Background: an optimization exercise with open tools, aiming at small area, a short achievable clock period and few clock cycles per item. Do not read the settings as production practice. Function was checked by simulation only, so behaviour that the tests miss may differ from the original. No activity file was given, so power comes from the tool's default toggle rates.

==> flow/design.v, too long to show whole: its modules and the start of the top module <==
// module fnv1a_wide: 2945 lines
// module fnv_fa: 4 lines
// module fnv_ha: 4 lines
// module fnv_oai22: 3 lines
// module fnv_nand2: 3 lines
// module fnv_nor2: 3 lines
module fnv1a_wide #(
    parameter integer N = 1024               
) (
    input  wire        clk,
    input  wire        rst,                  
    input  wire        cmd_valid,
    output wire        cmd_ready,
    input  wire [15:0] cmd_word,
    output reg         rsp_valid,
    input  wire        rsp_ready,
    output reg  [1:0]  rsp_status,
    output reg  [31:0] rsp_data
);
  // ...
==> flow/run.sh <==
#!/bin/bash
# synth_recipe.tcl (not shown) runs the flow's synth.tcl, then flattens the netlist and writes it again
# the make line also repeats each setting of config.mk as NAME=value (left out here)
make -C /OpenROAD-flow-scripts/flow DESIGN_CONFIG=/design/flow/config.mk WORK_HOME=/design/flow/orfs CLKGATE_MAP_FILE= SYNTH_SCRIPT=/design/flow/synth_recipe.tcl finish
==> flow/config.mk <==
export PLATFORM = sky130hd
export DESIGN_NAME = fnv1a_wide
export DESIGN_NICKNAME = fnv1a_wide
export VERILOG_FILES = /design/flow/design.v
export SDC_FILE = /design/flow/constraint.sdc
export NUM_CORES = 4
export LEC_CHECK = 0
export CAP_MARGIN = 30
export CORE_MARGIN = 2
export CORE_UTILIZATION = 50
export CTS_BUF_LIST = sky130_fd_sc_hd__clkbuf_8
export CTS_CLUSTER_DIAMETER = 60
export CTS_CLUSTER_SIZE = 10
export PLACE_DENSITY = 0.62
export SLEW_MARGIN = 20
export SYNTH_HIERARCHICAL = 1
==> flow/constraint.sdc <==
create_clock -name core_clock -period 180.0 [get_ports {clk}]
set_input_delay 36.0000 -clock core_clock [delete_from_list [all_inputs] [get_ports {clk}]]
set_output_delay 36.0000 -clock core_clock [all_outputs]
set_load 0.01 [all_outputs]
==> out/metrics.csv, run 1 <==
stage,metric,value,unit
status,run status,no timing/DRC/antenna violations,
global_route,GRT Total Usage,0.3182,
synthesis,Synth cell types,64,
final_layout,Final Util,0.5396,
setup_path,crit-path leading delay family,buffers and inverters,
placement,hpwl dp,240.0,mm
power,Tot Pwr,0.5968,mW
power,Internal,0.4116,mW
final_layout,Fillers,15170,
global_route,gr busiest metal,met2,
sta,f_max,26.43,MHz
setup_path,CP startpoint kind,flip-flop,
final_layout,area delta synth->final,6.988,%
placement,Buffers on Ports,55,
clocking,postcts setup bufs,0,
setup_path,CP bufs+invs,1,
clocking,clock slew at reported path FFs,0.08,ns
setup_path,R2R Path End,rsp_data[7],
global_route,Global Route met2 Usage,0.4684,
placement,gpl congestion,1.058,
clocking,Clock Path Buffers,3,
final_layout,clock buffers,163,
global_route,GR Util met1,0.4318,
setup_path,Slowest Stage Delay on Critical Path,0.55,ns
power,Pwr Density,6.099,nW/um^2
synthesis,ys async rst share,0,
global_route,GR Util met3,0.08041,
power,clock-net power,0.196,mW
power,Flop+latch power,0.293,mW
setup_path,RR Startpoint,ph,
setup_path,Critical path origin,rsp_data[27],
placement,Cells after DPL,9017,
final_layout,NumNets Final,9584,
sta,actual slew at the worst max-slew pin,1.125,ns
setup_path,worst r2r path cells,84,
synthesis,simple-gate share of the synthesized area,0.09218,
global_route,maximum number of pins on one net before global-route repair,163,
final_layout,"commonest cells after routing, fill and taps aside","fa_1, dfxtp_1, o22ai_1, nor2b_1, ha_1",
worst_hold_path,WHS Path Cells,0,
final_layout,"commonest non-fill, non-tap cell in the layout",fa_1,
power,switching share of power,0.3103,
setup_path,Levels on crit path,1,
Testbench counts, summed over its fixed seeds: cycles 70,328, commands 35,156.
==> run 2: changes to the inputs <==
--- a/flow/design.v
+++ b/flow/design.v
@@ -26,17 +26,18 @@
     reg          abs_wait;                   
     reg          step2;                      
     reg          init2;                      
     reg  [7:0]   b;                          
     reg          f_abs, f_init;              
     reg  [4:0]   idx_q;                      
     reg  [1:0]   bsel_q;                     
     reg          byte_q;                     
-    assign cmd_ready = rdy;
+    reg          rdy_o;
+    assign cmd_ready = rdy_o;
     wire [3:0] op  = pw[15:12];
     wire [3:0] rsv = pw[11:8];
     wire [7:0] arg = pw[7:0];
     wire illegal = (op > 4'h5) || (rsv != 4'd0) || ((op == 4'h0 || op == 4'h1) && arg != 8'd0);
     wire range_err = !illegal && ((op == 4'h3 && arg[7]) ||
                                   (op == 4'h4 && arg[7:5] != 3'd0) ||
                                   (op == 4'h5 && arg >= 8'd5));
     wire ok = !illegal && !range_err;
@@ -58,16 +59,18 @@
         abs_wait  <= !rst && go && f_abs && !ph;
         step2     <= !rst && step1;
         init2     <= !rst && ((go && f_init) || rst_q);
         rsp_valid <= rv_d;
         rd_wait   <= rw_d;
         pw        <= cmd_word;
         rdy       <= !rst && !rv_d && !rw_d && !(go && f_abs && !ph) &&
                      cmd_valid && !rdy;
+        rdy_o     <= !rst && !rv_d && !rw_d && !(go && f_abs && !ph) &&
+                     cmd_valid && !rdy_o;
         if (rdy) begin
             b      <= arg;
             f_abs  <= ok && op == 4'h2;
             f_init <= ok && op == 4'h1;
             idx_q  <= ridx;
             bsel_q <= arg[1:0];
             byte_q <= isb;
         end
==> out/metrics.csv, run 2 <==
stage,metric,value,unit,change
worst_hold_path,worst hold path type,reg2reg,,
synthesis,Synth area leader,fa_1,,
floorplanning,Top Ports,56,,
final_layout,"commonest cells after routing, fill and taps aside","fa_1, dfxtp_1, o22ai_1, nor2b_1, ha_1",,
placement,Post-DP Area,95080,um^2,
clocking,clock slew at reported path FFs,0.08,ns,about the same
status,run status,no timing/DRC/antenna violations,,
placement,hpwl dp,245.5,mm,+2.3%
sta,unrepaired setup endpoints after global routing,false,,
setup_path,CP required,144.00,ns,
routing,routed vias,54460,,
clocking,Root Driver,clkbuf_8,,
setup_path,Worst path slowest cell,clkdlybuf4s50_1,,
clocking,postcts setup bufs,0,,unchanged
floorplanning,# rows,156,,
routing,post-DR wirelength/cell,31.26,um,
synthesis,sequential-to-total area share from yosys stat,0.2530,,
global_route,maximum number of pins on one net before global-route repair,153,,-6.1%
sta,final worst setup slack,142.15,ns,
synthesis,"EDFF count, synth",49,,
global_route,initial antenna violation count,9,,
sta,Setup Skew,0.06655,ns,
routing,DRT iter0 DRCs,4201,,
sta,Setup TNS,0,ns,
synthesis,Post-Synthesis Cells,6712,,
synthesis,ranking of synthesized cells by area,"fa_1, dfxtp_1, ha_1",,
synthesis,Ys Warns,47,,
setup_path,CP arrival,1.85,ns,
final_layout,"commonest non-fill, non-tap cell in the layout",fa_1,,
sta,max_slew headroom,0.2697,,
routing,vias per cell,5.890,,
setup_path,cells along the critical path,clkdlybuf4s50_1,,
clocking,CTS tree,yes,,
clocking,Clock Sinks,1131,,
setup_path,Slowest Stage Delay on Critical Path,0.56,ns,about the same
clocking,Clock Path Buffers,3,,unchanged
job,max cap viols,0,,
placement,Placement Setup Slack,142.32,ns,
synthesis,ys async rst share,0,,unchanged
sta,# setup viols final,0,,
final_layout,final instance area,97790,um^2,
setup_path,worst-path fanout max,1,,
sta,Final Hold Vio Count,0,,
floorplanning,Die Wd,431.6,um,
clocking,clk latency of the worst-skew pair,0.96,ns,
power,Pwr Density,6.060,nW/um^2,-0.65%
clocking,total CTS buffers,152,,
floorplanning,Die Height,431.6,um,
power,Tot Pwr,0.5926,mW,-0.71%
power,Max VDD drop,0.007035,mV,
clocking,post-cts gate resize count,0,,
setup_path,CP Capture Type,output port,,
setup_path,worst setup path category,reg2out,,
final_layout,area delta synth->final,6.962,%,about the same
synthesis,area share of the largest cell type after synthesis,0.5021,,
synthesis,Syn Std Cell Area,91420,um^2,
placement,Buffers on Ports,55,,unchanged
synthesis,"Avg Cell Area, Syn",13.62,um^2,
floorplanning,CORE AREA,181100,um^2,
sta,fin crit share,0.2103,,
setup_path,crit-path leading delay family,buffers and inverters,,
synthesis,Synth Flop Type,dfxtp_1,,
clocking,H-tree levels,4,,
synthesis,commonest cells in the synthesized netlist,"fa_1, dfxtp_1, o22ai_1, nor2b_1, ha_1",,
setup_path,CP startpoint kind,flip-flop,,
placement,gpl congestion,1.005,,-5.0%
floorplanning,die footprint,186300,um^2,
clocking,CTS Hold Buffers Added,0,,
routing,Remaining DRCs,0,,
routing,Post-Route WL,289.1,mm,
sta,f_max,26.42,MHz,about the same
final_layout,largest registers,"acc_hi (512), acc_lo (512), rsp_data (32)",,
global_route,GRT overflow,0,,
final_layout,layout cells sized above 1,0.05518,,
floorplanning,Starting Density,0.5047,,
setup_path,CP bufs+invs,1,,unchanged
sta,actual slew at the worst max-slew pin,1.095,ns,-0.02946 ns
routing,post-route ant nets,0,,
synthesis,Synth cell types,67,,+4.7%
power,Pleak,49.92,nW,
synthesis,most common cell in the synthesized netlist,fa_1,,
global_route,GRT Total Usage,0.3257,,+0.007455
global_route,first-pass GRT wire length,432.1,mm,
synthesis,Yosys reg bits,1131,,
sta,max-slew violation count,0,,
sta,Period minus WS final,37.85,ns,
final_layout,NumNets Final,9586,,+0.021%
global_route,vias in the first global route,61890,,
synthesis,syn_nets,9497,,
routing,TritonRoute pass-1 iters,5,,
[run 2: changes by cell type in the layout (fill, tap and decap cells not counted), sizes merged, moves of 6 or more]
cell / change
buf: +6
nand2: -22
nand2b: -26
nand4: +8
o22ai: +15
o2bb2ai: -7
o31ai: -7
or2: +27
[run 2: modules after synthesis, one instance, submodules excluded]
module / area (um^2) / cells / times used / flip-flops and latches
fnv_ha: 12.51 / 1 / 472 / 0
fnv1a_wide: 34610 / 2955 / 1 / 1131
fnv_nand2: 3.754 / 1 / 160 / 0
fnv_fa: 20.02 / 1 / 2293 / 0
fnv_nor2: 3.754 / 1 / 320 / 0
fnv_oai22: 6.256 / 1 / 512 / 0
[run 2: worst paths after layout]
check | startpoint | end | slack (ns) | cells after the start
worst min register to register | acc_hi[501] | acc_lo[501] | 0.32 | 0
worst max-delay path | rsp_data[31] | rsp_data[31] | 142.15 | 1
worst min-delay path | acc_hi[501] | acc_lo[501] | 0.32 | 0
worst max register to register | ph | rsp_data[7] | 147.06 | 84
[run 2: layout make-up]
class                           count  area, um^2
Multi-Input combinational cell   5359       67680
Timing Repair Buffer              139        1234
Inverter                           18       67.56
Sequential cell                  1131       23140
Tap cell                         2370        2965
Clock buffer                      160        2202
Clock inverter                     61       481.7
Antenna cell                        8       20.02
Fill cell                       15340       83340
[run 2: per-layer routing]
| metal | up-vias | track usage | share of wire |
|---|---|---|---|
| met5 | - | 0 | 0.00023 |
| met4 | 10 | 0.1726 | 0.065 |
| met3 | 475 | 0.08727 | 0.082 |
| met2 | 1860 | 0.4767 | 0.44 |
| met1 | 29410 | 0.4460 | 0.41 |
| li1 | 22710 | - | - |
[run 2: cells by family (layout without fill, tap and decap cells)]
logic type      after synthesis  after routing  synth area share
fa+ha+maj                  2765           2765            0.5667
simple gates               1583           1583           0.09135
flops                      1131           1131            0.2530
compound gates              954            954           0.07318
buf+inv                     222            378          0.009525
mux                          48             48          0.005365
xor+xnor                      9              9         0.0008622
other cells                   0              8                 0
[run 2: report_power, final]
group / internal, mW / switching (mW) / total [mW]
Combinational: 0.0466 / 0.0601 / 0.107
Sequential: 0.273 / 0.0198 / 0.293
Clock: 0.0870 / 0.106 / 0.193
[run 2: metrics by stage]
stage                     utilization  hold slack [ns]  std cells
after detailed placement       0.5249           0.3366       9016
final                          0.5399           0.3248       9246
after floorplan                     -           0.3314       6712
after global placement         0.5246           0.3336       9011
after global routing           0.5398           0.3328       9239
after CTS                      0.5397           0.3140       9237
Testbench counts of run 2, summed over its fixed seeds: cycles 70,328, commands 35,156.
==> run 3: changes to the inputs <==
--- a/flow/config.mk
+++ b/flow/config.mk
@@ -7,10 +7,10 @@
 export LEC_CHECK = 0
 export CAP_MARGIN = 30
 export CORE_MARGIN = 2
-export CORE_UTILIZATION = 50
+export CORE_UTILIZATION = 55
 export CTS_BUF_LIST = sky130_fd_sc_hd__clkbuf_8
 export CTS_CLUSTER_DIAMETER = 60
 export CTS_CLUSTER_SIZE = 10
-export PLACE_DENSITY = 0.62
+export PLACE_DENSITY = 0.68
 export SLEW_MARGIN = 20
 export SYNTH_HIERARCHICAL = 1
==> out/metrics.csv, run 3 <==
stage,metric,value,unit,change
synthesis,sequential-to-total area share from yosys stat,0.2530,,unchanged
routing,post-route ant nets,0,,unchanged
sta,fin crit share,0.2103,,about the same
setup_path,worst setup path category,reg2out,,
floorplanning,Top Ports,56,,unchanged
sta,max_slew headroom,0.2233,,-0.04644
sta,max-slew violation count,0,,unchanged
worst_hold_path,min-delay src,acc_hi[55],,
floorplanning,Die Wd,411.7,um,-4.6%
setup_path,R2R Setup Slk,147.41,ns,+0.35 ns
synthesis,Syn Std Cell Area,91420,um^2,unchanged
clocking,Clock Sinks,1131,,unchanged
synthesis,Post-Synthesis Cells,6712,,unchanged
setup_path,CP endpoint,cmd_ready,,
global_route,GRT overflow,0,,unchanged
synthesis,ys async rst share,0,,unchanged
final_layout,Final Util,0.5918,,+0.05194
power,Max VDD drop,0.007187,mV,+2.2%
placement,Post-DP Area,94780,um^2,-0.31%
global_route,maximum number of pins on one net before global-route repair,111,,-27%
setup_path,Critical path origin,rdy_o,,
final_layout,final instance area,97640,um^2,-0.15%
synthesis,ranking of synthesized cells by area,"fa_1, dfxtp_1, ha_1",,
setup_path,cells along the critical path,clkdlybuf4s50_1,,
final_layout,largest registers,"acc_hi (512), acc_lo (512), rsp_data (32)",,
setup_path,CP required,144.00,ns,about the same
clocking,clk latency of the worst-skew pair,0.94,ns,-0.02 ns
job,max cap viols,0,,unchanged
routing,routed vias,55650,,+2.2%
setup_path,worst r2r path cells,82,,-2.4%
status,run status,no timing/DRC/antenna violations,,
global_route,first-pass GRT wire length,429.7,mm,-0.56%
setup_path,RR Startpoint,ph,,
synthesis,Synth cell types,67,,unchanged
routing,vias per cell,6.141,,+4.3%
synthesis,commonest cells in the synthesized netlist,"fa_1, dfxtp_1, o22ai_1, nor2b_1, ha_1",,
floorplanning,# rows,149,,-4.5%
routing,Post-Route WL,287.7,mm,-0.46%
clocking,total CTS buffers,151,,-0.66%
sta,unrepaired setup endpoints after global routing,false,,
clocking,clock slew at reported path FFs,0.07,ns,about the same
sta,Final Hold Vio Count,0,,unchanged
placement,gpl congestion,1.043,,+3.7%
final_layout,NumNets Final,9581,,-0.052%
setup_path,CP startpoint kind,flip-flop,,
sta,Setup Skew,0.06292,ns,-0.003638 ns
placement,Buffers on Ports,55,,unchanged
placement,Cells after DPL,8830,,-2.1%
global_route,vias in the first global route,63000,,+1.8%
sta,Period minus WS final,37.85,ns,-0.002000 ns
clocking,Root Driver,clkbuf_8,,
clocking,Clock Path Buffers,3,,unchanged
final_layout,"commonest non-fill, non-tap cell in the layout",fa_1,,
synthesis,Yosys reg bits,1131,,unchanged
global_route,GRT Total Usage,0.3563,,+0.03065
power,Tot Pwr,0.6016,mW,+1.5%
final_layout,layout cells sized above 1,0.05474,,-0.0004448
final_layout,Final Non-Filler Cells,9062,,-2.0%
routing,Remaining DRCs,0,,unchanged
sta,actual slew at the worst max-slew pin,1.165,ns,+0.06966 ns
clocking,CTS tree,yes,,
floorplanning,Starting Density,0.5541,,+0.04939
global_route,initial antenna violation count,16,,+7
floorplanning,CORE AREA,165000,um^2,-8.9%
power,Pwr Density,6.161,nW/um^2,+1.7%
setup_path,worst-path fanout max,2,,+1
floorplanning,Die Height,411.7,um,-4.6%
setup_path,CP bufs+invs,1,,unchanged
clocking,post-cts gate resize count,0,,unchanged
worst_hold_path,WHS Path Cells,0,,unchanged
setup_path,Slowest Stage Delay on Critical Path,0.55,ns,about the same
setup_path,Levels on crit path,1,,unchanged
synthesis,area share of the largest cell type after synthesis,0.5021,,unchanged
sta,final worst setup slack,142.15,ns,+0.002000 ns
power,Pleak,50.01,nW,+0.19%
sta,Hold WS,0.3159,ns,-0.008939 ns
routing,TritonRoute pass-1 iters,7,,+2
synthesis,"Avg Cell Area, Syn",13.62,um^2,unchanged
setup_path,R2R Path End,rdy_o,,
synthesis,most common cell in the synthesized netlist,fa_1,,
sta,Setup TNS,0,ns,unchanged
setup_path,CP Capture Type,output port,,
final_layout,area delta synth->final,6.802,%,
routing,post-DR wirelength/cell,31.75,um,+1.6%
synthesis,Synth Flop Type,dfxtp_1,,
setup_path,Worst path slowest cell,clkdlybuf4s50_1,,
setup_path,CP arrival,1.85,ns,about the same
placement,Placement Setup Slack,142.33,ns,+0.01100 ns
clocking,H-tree levels,4,,unchanged
synthesis,Synth area leader,fa_1,,
routing,DRT iter0 DRCs,4367,,+4.0%
placement,hpwl dp,243.6,mm,-0.75%
synthesis,Ys Warns,47,,unchanged
sta,# setup viols final,0,,unchanged
clocking,CTS Hold Buffers Added,0,,unchanged
worst_hold_path,worst hold path type,reg2reg,,
final_layout,"commonest cells after routing, fill and taps aside","fa_1, dfxtp_1, o22ai_1, nor2b_1, ha_1",,
floorplanning,die footprint,169500,um^2,-9.0%
sta,f_max,26.42,MHz,about the same
setup_path,crit-path leading delay family,buffers and inverters,,
synthesis,"EDFF count, synth",49,,unchanged
synthesis,syn_nets,9497,,unchanged
clocking,postcts setup bufs,0,,unchanged
==> run 3: routing by layer <==
| layer | share of wire | up-vias | GRT usage |
|---|---|---|---|
| met3 | 0.10 | 516 | 0.1065 |
| met4 | 0.060 | 10 | 0.1691 |
| met5 | 0.00056 | - | 0 |
| met2 | 0.44 | 2351 | 0.5242 |
| met1 | 0.40 | 30060 | 0.4877 |
| li1 | - | 22710 | - |
==> run 3: how the worst min path moves through the flow <==
stage / slack, ns / to
4_1_cts: 0.32 / acc_lo[501]
3_3_place_gp: 0.33 / acc_lo[10]
5_1_grt: 0.33 / acc_lo[501]
2_1_floorplan: 0.33 / pend_lo[1]
3_5_place_dp: 0.34 / acc_lo[4]
6_report: 0.32 / acc_lo[55]
==> run 3: kinds of logic (layout without fill, tap and decap cells) <==
family	count (synthesis)	count (layout)	share of synthesized area
DFF	1131	1131	0.2530
other	0	4	0
muxes	48	48	0.005365
adders and majority gates	2765	2765	0.5667
xor gates and xnor gates	9	9	0.0008622
AOI/OAI and AO/OA	954	954	0.07318
buffers and inverters	222	379	0.009525
and+or+nand+nor	1583	1583	0.09135
==> run 3: modules after synthesis (local to each module, per instance) <==
| module | cells inside | area, um^2 | flip-flops and latches | times used |
|---|---|---|---|---|
| fnv_oai22 | 1 | 6.256 | 0 | 512 |
| fnv_ha | 1 | 12.51 | 0 | 472 |
| fnv_fa | 1 | 20.02 | 0 | 2293 |
| fnv1a_wide | 2955 | 34610 | 1131 | 1 |
| fnv_nand2 | 1 | 3.754 | 0 | 160 |
| fnv_nor2 | 1 | 3.754 | 0 | 320 |
==> run 3: final cells by class <==
cell class,count,area [um^2]
multi-input cells,5359,67670
fillers,13070,67350
flip-flops and latches,1131,23140
well taps,2189,2739
clock buffers,157,2161
repair buffers,135,1186
clock inverters,69,670.6
inverters,18,67.56
diodes,4,10.01
==> run 3: power by group <==
group | switching, mW | internal, mW | total (mW) | leakage (nW)
Combinational | 0.0610 | 0.0471 | 0.108 | 39.1
Clock | 0.107 | 0.0925 | 0.200 | 1.53
Sequential | 0.0203 | 0.273 | 0.294 | 9.36
Total | 0.188 | 0.413 | 0.602 | 50.0
==> run 4: changes to the inputs <==
--- a/flow/config.mk
+++ b/flow/config.mk
@@ -7,10 +7,10 @@
 export LEC_CHECK = 0
 export CAP_MARGIN = 30
 export CORE_MARGIN = 2
-export CORE_UTILIZATION = 55
+export CORE_UTILIZATION = 50
 export CTS_BUF_LIST = sky130_fd_sc_hd__clkbuf_8
-export CTS_CLUSTER_DIAMETER = 60
-export CTS_CLUSTER_SIZE = 10
-export PLACE_DENSITY = 0.68
+export CTS_CLUSTER_DIAMETER = 65
+export CTS_CLUSTER_SIZE = 12
+export PLACE_DENSITY = 0.62
 export SLEW_MARGIN = 20
 export SYNTH_HIERARCHICAL = 1
==> out/metrics.csv, run 4 <==
stage,metric,value,unit,change
final_layout,area delta synth->final,6.446,%,
floorplanning,Die Wd,431.6,um,+4.8%
sta,unrepaired setup endpoints after global routing,false,,
floorplanning,# rows,156,,+4.7%
placement,gpl congestion,1.005,,-3.6%
power,Internal,0.3949,mW,-4.4%
sta,Setup Skew,0.09067,ns,+0.02776 ns
synthesis,Synth area leader,fa_1,,
sta,Setup TNS,0,ns,unchanged
floorplanning,CORE AREA,181100,um^2,+9.8%
synthesis,Synth Flop Type,dfxtp_1,,
clocking,CTS Hold Buffers Added,0,,unchanged
floorplanning,Top Ports,56,,unchanged
clocking,CTS tree,yes,,
global_route,GRT Total Usage,0.3244,,-0.03197
global_route,initial antenna violation count,8,,-8
power,Pleak,49.69,nW,-0.64%
setup_path,RR Startpoint,ph,,
sta,f_max,26.45,MHz,about the same
sta,Period minus WS final,37.81,ns,-0.03600 ns
clocking,Clock Path Buffers,3,,unchanged
sta,# setup viols final,0,,unchanged
power,Max VDD drop,0.005280,mV,-27%
setup_path,Worst path slowest cell,clkdlybuf4s50_1,,
worst_hold_path,min-delay src,acc_hi[501],,
synthesis,Ys Warns,47,,unchanged
placement,hpwl dp,245.5,mm,+0.76%
placement,Buffers on Ports,55,,unchanged
routing,Remaining DRCs,0,,unchanged
setup_path,CP required,144.00,ns,about the same
clocking,total CTS buffers,118,,-22%
setup_path,Slowest Stage Delay on Critical Path,0.56,ns,about the same
setup_path,CP arrival,1.81,ns,-0.04 ns
synthesis,most common cell in the synthesized netlist,fa_1,,
setup_path,worst setup path category,reg2out,,
synthesis,Post-Synthesis Cells,6712,,unchanged
power,clock share of power,0.304,,-0.028
clocking,postcts setup bufs,0,,unchanged
power,switching share of power,0.3129,,-0.0003852
synthesis,area share of the largest cell type after synthesis,0.5021,,unchanged
floorplanning,die footprint,186300,um^2,+9.9%
power,Tot Pwr,0.5748,mW,-4.5%
synthesis,Syn Std Cell Area,91420,um^2,unchanged
job,max cap viols,0,,unchanged
floorplanning,Starting Density,0.5047,,-0.04939
sta,fin crit share,0.2101,,about the same
routing,Post-Route WL,288.6,mm,+0.29%
synthesis,"EDFF count, synth",49,,unchanged
final_layout,"commonest non-fill, non-tap cell in the layout",fa_1,,
setup_path,CP bufs+invs,1,,unchanged
status,run status,no timing/DRC/antenna violations,,
clocking,H-tree levels,3,,-1
power,Comb pwr share,0.186,,+0.006
routing,post-route ant nets,0,,unchanged
setup_path,CP startpoint kind,flip-flop,,
routing,vias per cell,5.889,,-4.1%
synthesis,ranking of synthesized cells by area,"fa_1, dfxtp_1, ha_1",,
sta,max-slew violation count,0,,unchanged
routing,routed vias,54150,,-2.7%
global_route,maximum number of pins on one net before global-route repair,153,,+38%
final_layout,Fillers,15360,,+17%
routing,TritonRoute pass-1 iters,7,,unchanged
sta,Final Hold Vio Count,0,,unchanged
placement,Post-DP Area,95080,um^2,+0.31%
final_layout,largest registers,"acc_hi (512), acc_lo (512), rsp_data (32)",,
synthesis,commonest cells in the synthesized netlist,"fa_1, dfxtp_1, o22ai_1, nor2b_1, ha_1",,
placement,Cells after DPL,9016,,+2.1%
global_route,GRT overflow,0,,unchanged
setup_path,worst-path fanout max,1,,-1
global_route,vias in the first global route,61540,,-2.3%
synthesis,sequential-to-total area share from yosys stat,0.2530,,unchanged
final_layout,"commonest cells after routing, fill and taps aside","fa_1, dfxtp_1, o22ai_1, nor2b_1, ha_1",,
setup_path,cells along the critical path,clkdlybuf4s50_1,,
synthesis,syn_nets,9497,,unchanged
setup_path,Critical path origin,rsp_data[31],,
global_route,first-pass GRT wire length,431.5,mm,+0.42%
sta,max_slew headroom,0.2394,,+0.01613
final_layout,final instance area,97320,um^2,-0.33%
power,sw power,0.1798,mW,-4.6%
sta,actual slew at the worst max-slew pin,1.129,ns,-0.03613 ns
final_layout,NumNets Final,9551,,-0.31%
power,Pwr Density,5.906,nW/um^2,-4.1%
clocking,Root Driver,clkbuf_8,,
worst_hold_path,worst hold path type,reg2reg,,
clocking,clk latency of the worst-skew pair,0.93,ns,about the same
clocking,clock slew at reported path FFs,0.09,ns,+0.02 ns
setup_path,crit-path leading delay family,buffers and inverters,,
setup_path,CP Capture Type,output port,,
routing,DRT iter0 DRCs,4211,,-3.6%
synthesis,Yosys reg bits,1131,,unchanged
clocking,Clock Sinks,1131,,unchanged
routing,post-DR wirelength/cell,31.38,um,-1.2%
power,Sequential Power Share,0.510,,+0.022
sta,Hold WS,0.2936,ns,-0.02230 ns
floorplanning,Die Height,431.6,um,+4.8%
synthesis,ys async rst share,0,,unchanged
synthesis,"Avg Cell Area, Syn",13.62,um^2,unchanged
clocking,post-cts gate resize count,0,,unchanged
final_layout,layout cells sized above 1,0.04867,,-0.006065
final_layout,Final Non-Filler Cells,9196,,+1.5%
synthesis,Synth cell types,67,,unchanged
run 4: per-layer routing:
layer	wire (um)	vias up	track usage	share of wire
met5	59	-	0	0.00020
met4	17710	8	0.1639	0.061
met3	23630	434	0.07807	0.082
met2	127600	1850	0.4789	0.44
met1	119600	29240	0.4499	0.41
li1	-	22620	-	-
run 4: cell families after synthesis:
family          Yosys count  synth area share
flops                  1131            0.2530
buf+inv                 222          0.009525
compound gates          954           0.07318
xor+xnor                  9         0.0008622
simple gates           1583           0.09135
mux                      48          0.005365
fa+ha+maj              2765            0.5667
run 4: stage by stage:
stage	util	setup WS [ns]
3_3_place_gp	0.5246	142.31
5_1_grt	0.5372	142.14
4_1_cts	0.5372	142.11
2_1_floorplan	-	143.09
3_5_place_dp	0.5249	142.32
6_report	0.5373	142.19
run 4: worst paths after layout:
path,endpoint,slack [ns],cells after the start
worst max-delay path,rsp_data[31],142.19,1
worst min-delay path,acc_lo[501],0.29,0
worst max register to register,rdy_o,147.10,79
worst min register to register,acc_lo[501],0.29,0
run 4: area by class of cell:
| cell class | count | area (um^2) | area share |
|---|---|---|---|
| sequential | 1131 | 23140 | 0.2378 |
| clock inverter | 52 | 534.3 | 0.005490 |
| antenna | 5 | 12.51 | 0.0001286 |
| inverter | 18 | 67.56 | 0.0006943 |
| multi-input combinational | 5359 | 67680 | 0.6954 |
| clock buffer | 123 | 1693 | 0.01740 |
| timing repair buffer | 138 | 1226 | 0.01260 |
| tap | 2370 | 2965 | 0.03047 |
run 4: power groups by stage:
stage	logic [mW]	clock network, mW	registers, mW
global placement	0.105	0	0.299
CTS	0.107	0.178	0.293
detailed placement	0.105	0	0.298
finish	0.107	0.175	0.293
global route	0.121	0.187	0.296
floorplan	0.0744	0	0.290
run 4: Yosys stat by module, one instance, submodules excluded:
module,cell area (um^2),copies in the design,cells
fnv_nor2,3.754,320,1
fnv_nand2,3.754,160,1
fnv_fa,20.02,2293,1
fnv1a_wide,34610,1,2955
fnv_oai22,6.256,512,1
fnv_ha,12.51,472,1

## port drivers added, routing unchanged
Ports are ideal in the flow. The routed layouts listed here were re-timed in OpenROAD.
Step 1, drivers: a clkbuf_16 drives clk and a buf_2 each remaining input, both assumed.
Step 2 moves the port delays by t, midway between the first and last clock arrival at a register: inputs arrive t later, outputs are due t later. That takes back most of the time a late clock gives input paths.
Slacks: ideal / step 1 / step 2; pairs: ideal / step 1.
run	t (ns)	setup slack, ns	hold slack, ns	latest minus earliest clock arrival (ns)	worst slew at a driven data input, ns
run 1	1.004	142.159 / 142.084 / 142.702	0.317 / 0.317 / 0.317	0.071 / 0.071	0.03
run 2	1.021	142.152 / 142.060 / 142.283	0.325 / 0.325 / 0.325	0.068 / 0.068	0.04
run 3	0.993	142.154 / 142.071 / 142.288	0.316 / 0.316 / 0.316	0.063 / 0.063	0.03
run 4	0.971	142.190 / 142.104 / 142.267	0.294 / 0.294 / 0.294	0.093 / 0.092	0.04
After both steps every run listed still meets setup and hold.
